This design comes from an exercise in tuning for small area, a short achievable clock period and few clock cycles per item on the open sky130 flow, not from production work.
In this exercise RTL edits were held to simulation tests only and were not proved equivalent to the original.
Power is estimated from default activity; no workload was simulated.

==> flow/design.v (excerpt) <==
module escb_rx (
    input  wire        clk,
    input  wire        rst,
    input  wire        mode,            
    input  wire [31:0] dm_start_min,
    input  wire [31:0] dm_start_max,
    input  wire [31:0] dm_short_min,
    input  wire [31:0] dm_short_max,
    input  wire [31:0] dm_long_min,
    input  wire [31:0] dm_long_max,
    input  wire [31:0] dm_end_min,
    input  wire [15:0] pwk_avg,
    input  wire [3:0]  pwk_mult,
    input  wire        pwk_g4,
    input  wire        pwk_inv,
    input  wire [1:0]  pwk_pos,
    input  wire [15:0] q_min_len,
    input  wire [15:0] q_max_len,
    input  wire [31:0] q_min_gap,
    input  wire [31:0] q_max_gap,
    input  wire        in_valid,
    output wire        in_ready,
    input  wire [31:0] in_dur,
    input  wire        in_last,
    output reg         bit_valid,
    output reg         bit_data,
    output reg         res_valid,
    output reg  [1:0]  res_err,
    output reg  [15:0] res_info,
    output reg  [15:0] res_nbits,
    output reg  [1:0]  res_kind,
    output reg  [7:0]  res_xor,
    output reg  [4:0]  res_chk,
    output wire        res_qok,
    output reg  [1:0]  res_qwhy
);
==> flow/config.mk <==
export PLATFORM = sky130hd
export DESIGN_NAME = escb_rx
export DESIGN_NICKNAME = escb_rx
export VERILOG_FILES = /design/flow/design.v
export SDC_FILE = /design/flow/constraint.sdc
export NUM_CORES = 4
export LEC_CHECK = 0
export CAP_MARGIN = 20
export CORE_MARGIN = 2
export CORE_UTILIZATION = 40
export PLACE_DENSITY = 0.6
export SETUP_SLACK_MARGIN = 5
export SLEW_MARGIN = 20
==> flow/constraint.sdc <==
create_clock -name core_clock -period 8.0 [get_ports {clk}]
set_input_delay 1.6000 -clock core_clock [delete_from_list [all_inputs] [get_ports {clk}]]
set_output_delay 1.6000 -clock core_clock [all_outputs]
set_load 0.01 [all_outputs]
standard.sh (not shown) runs the stock make flow with config.mk's settings and CLKGATE_MAP_FILE= SYNTH_SCRIPT=/design/flow/synth_recipe.tcl, a recipe that flattens the netlist after the stock synthesis.
==> flow/flow/run.sh <==
#!/bin/bash
# Layout: the standard flow (standard.sh), with two changes:
#  - synthesis runs flow/synth.tcl, the standard synthesis script with a
#    different ABC mapping script (flow/abc.script); registers are untouched;
#  - every port is buffered by the smallest buffer (buf_1) instead of the
#    flow's default pick; the resizer upsizes the ones that need it.
# Each step's full log is in orfs/logs/; make's output is in synth.log and
# standard.log.
set -euo pipefail
here=$(pwd)
export BUFFER_PORTS_ARGS="-buffer_cell sky130_fd_sc_hd__buf_1"
# the make command of standard.sh, run for synthesis with our script
cmd=$(grep -m1 '^make -C ' standard.sh)
cmd=${cmd%\"\$\{@:-finish\}\"}
cmd=$(echo "$cmd" | sed -E "s#SYNTH_SCRIPT=[^ ]+#SYNTH_SCRIPT=$here/flow/synth.tcl#")
echo "$cmd synth" > synth.cmd
eval "$cmd synth" > synth.log 2>&1
bash standard.sh > standard.log 2>&1
==> flow/flow/abc.script <==
strash
dc2
dch
map -D 1200
==> flow/flow/synth.tcl <==
# The standard synthesis script (synth_recipe.tcl), except that ABC maps the
# combinational logic with the script in abc.script beside this file
# (structural choices, then the delay-targeted standard-cell mapper)
# instead of ORFS's abc_speed script. Flip-flop mapping and register names
# are unchanged.
proc synth {args} { yosys synth -nofsm -noshare {*}$args }
set my_abc_script [file join [file dirname [file normalize [info script]]] abc.script]
proc abc {args} {
  global my_abc_script
  set out {}
  set skip 0
  foreach a $args {
    if {$skip} { set skip 0; continue }
    if {$a eq "-script" || $a eq "-D"} { set skip 1; continue }
    lappend out $a
  }
  puts "abc with $my_abc_script"
  yosys abc -script $my_abc_script {*}$out
}
source $::env(SCRIPTS_DIR)/synth.tcl
# left out here: clear keep_hierarchy, flatten, clean up, hide names made inside functions, write 1_2_yosys.v
The baseline finished with timing, DRC and antenna clean.
Testbench counts at the start, summed over its fixed seeds: cycles 230,227, pulses 229,075.
==> next run, changes <==
--- a/flow/design.v
+++ b/flow/design.v
@@ -27,13 +27,13 @@
     output reg         res_valid,
     output reg  [1:0]  res_err,
     output reg  [15:0] res_info,
     output reg  [15:0] res_nbits,
     output reg  [1:0]  res_kind,
     output reg  [7:0]  res_xor,
-    output reg  [4:0]  res_chk,
+    output wire [4:0]  res_chk,
     output wire        res_qok,
     output reg  [1:0]  res_qwhy
 );
     localparam ERR_NONE   = 2'd0;
     localparam ERR_MALF   = 2'd1;
     localparam ERR_STRUCT = 2'd2;
@@ -103,13 +103,14 @@
     wire [3:0]  ptop = {1'b0, pss} + psc;    
     wire [18:0] thr = {ptop, psh};           
     reg        f0;          
     reg [15:0] num;         
     reg        v1;          
     reg        l1;          
-    reg        c_start, c_short, c_long, c_end;
+    reg        c_sw;        
+    reg        c_long, c_end;
     reg        c_pwk;       
     reg        c_gap;       
     reg        c_len;       
     wire [15:0] num_acc = f0 ? 16'd1 : num + 16'd1;    
     always @(posedge clk) begin
         if (rst) begin
@@ -120,14 +121,14 @@
             if (accept)
                 f0 <= in_last;
         end
         if (accept)
             num <= num_acc;
         l1      <= in_last;
-        c_start <= inw32(in_dur, dm_start_min, dm_start_max);
-        c_short <= inw32(in_dur, dm_short_min, dm_short_max);
+        c_sw    <= inw32(in_dur, f0 ? dm_start_min : dm_short_min,
+                                 f0 ? dm_start_max : dm_short_max);
         c_long  <= inw32(in_dur, dm_long_min, dm_long_max);
         c_end   <= ge32(in_dur, dm_end_min);
         c_pwk   <= ~ge32({13'd0, thr}, in_dur);
         c_gap   <= inw32(in_dur, q_min_gap, q_max_gap);
         c_len   <= inw32({16'd0, num_acc}, {16'd0, q_min_len}, {16'd0, q_max_len});
     end
@@ -140,12 +141,14 @@
         s_mode <= mode;
         s_g4   <= pwk_g4;
         s_inv  <= pwk_inv;
         s_pos  <= pwk_pos;
     end
     wire first = (dm_state == DM_START);
+    wire c_start = c_sw;
+    wire c_short = c_sw;
     reg        dm_emit;
     reg        dm_ebit;
     reg [1:0]  dm_nstate;
     reg        dm_fail;     
     reg        dm_term;     
     reg [1:0]  dm_nkind;
@@ -237,17 +240,12 @@
         if (clr)
             res_nbits <= 16'd0;
         else if (v1 && emit)
             res_nbits <= res_nbits + 16'd1;
         res_xor <= clr ? 8'd0
                        : res_xor ^ ({8{xe}} & (8'h80 >> res_nbits[2:0]));
-        res_chk <= clr ? 5'd0
-                       : res_chk ^ ({5{xe}} & {1'b1, !res_nbits[0],
-                                               res_nbits[1:0] == 2'd0,
-                                               res_nbits[0],
-                                               res_nbits[1:0] == 2'd3});
         if (v1) begin
             if (pwk_kpos && !pwk_gpar)
                 pwk_pend0 <= c_pwk;
             if (pwk_kpos && pwk_gpar)
                 pwk_pend1 <= c_pwk;
             if (s_mode) begin
@@ -274,8 +272,10 @@
                     res_kind <= dm_nkind;
             end
             if (l1)
                 res_qwhy <= !c_len ? 2'd1 : !c_gap ? 2'd2 : 2'd0;
         end
     end
+    wire [3:0] nb = res_xor[7:4] ^ res_xor[3:0];
+    assign res_chk = {^res_xor, nb[3] ^ nb[1], nb[3], nb[2] ^ nb[0], nb[0]};
     assign res_qok = (res_qwhy == 2'd0);
 endmodule
After rerunning: Routed wire length drops by 1.6%; global-route usage drops by 0.66 points; worst setup slack gets worse by 0.062 ns; total power drops by 17%; via count drops by about 1.6%; critical path depth drops by 2; design area drops by about 2.5%; synthesized area drops by 1.2%; count of clock-buffer cells in the layout drops by 13; first-iteration DRC count climbs by 1.1%; fmax drops by 2.0%; utilization drops by 1.0 points; clock skew stays flat.
Testbench counts after the change, summed over its fixed seeds: cycles 230,227, pulses 229,075.

-- port drivers added, routing unchanged --
In the flow no input, the clock included, has a driving cell. The finished layouts below were timed again as built, in two steps.
Step 1 assumes that a clkbuf_16 drives the clock port and a buf_2 every other input.
Step 2 times the ports against the registers' clock, not the clock port: input delays grow and output delays shrink by t, the midpoint of the rising clock arrivals with the driver on.
Three values: ideal ports, drivers, drivers and shift; two values: the first two.
run	t (ns)	setup WS [ns]	worst setup path at the end	cell pins on the clock port's net
the first run	0.454	5.034 / 5.053 / 4.599	input to register	1
the second run	0.407	4.972 / 4.965 / 4.558	input to register	1
After both steps every run listed still meets setup and hold. For the first run, which loses most, drivers alone change the setup slack by +0.019 ns; drivers and shift together by -0.435 ns.
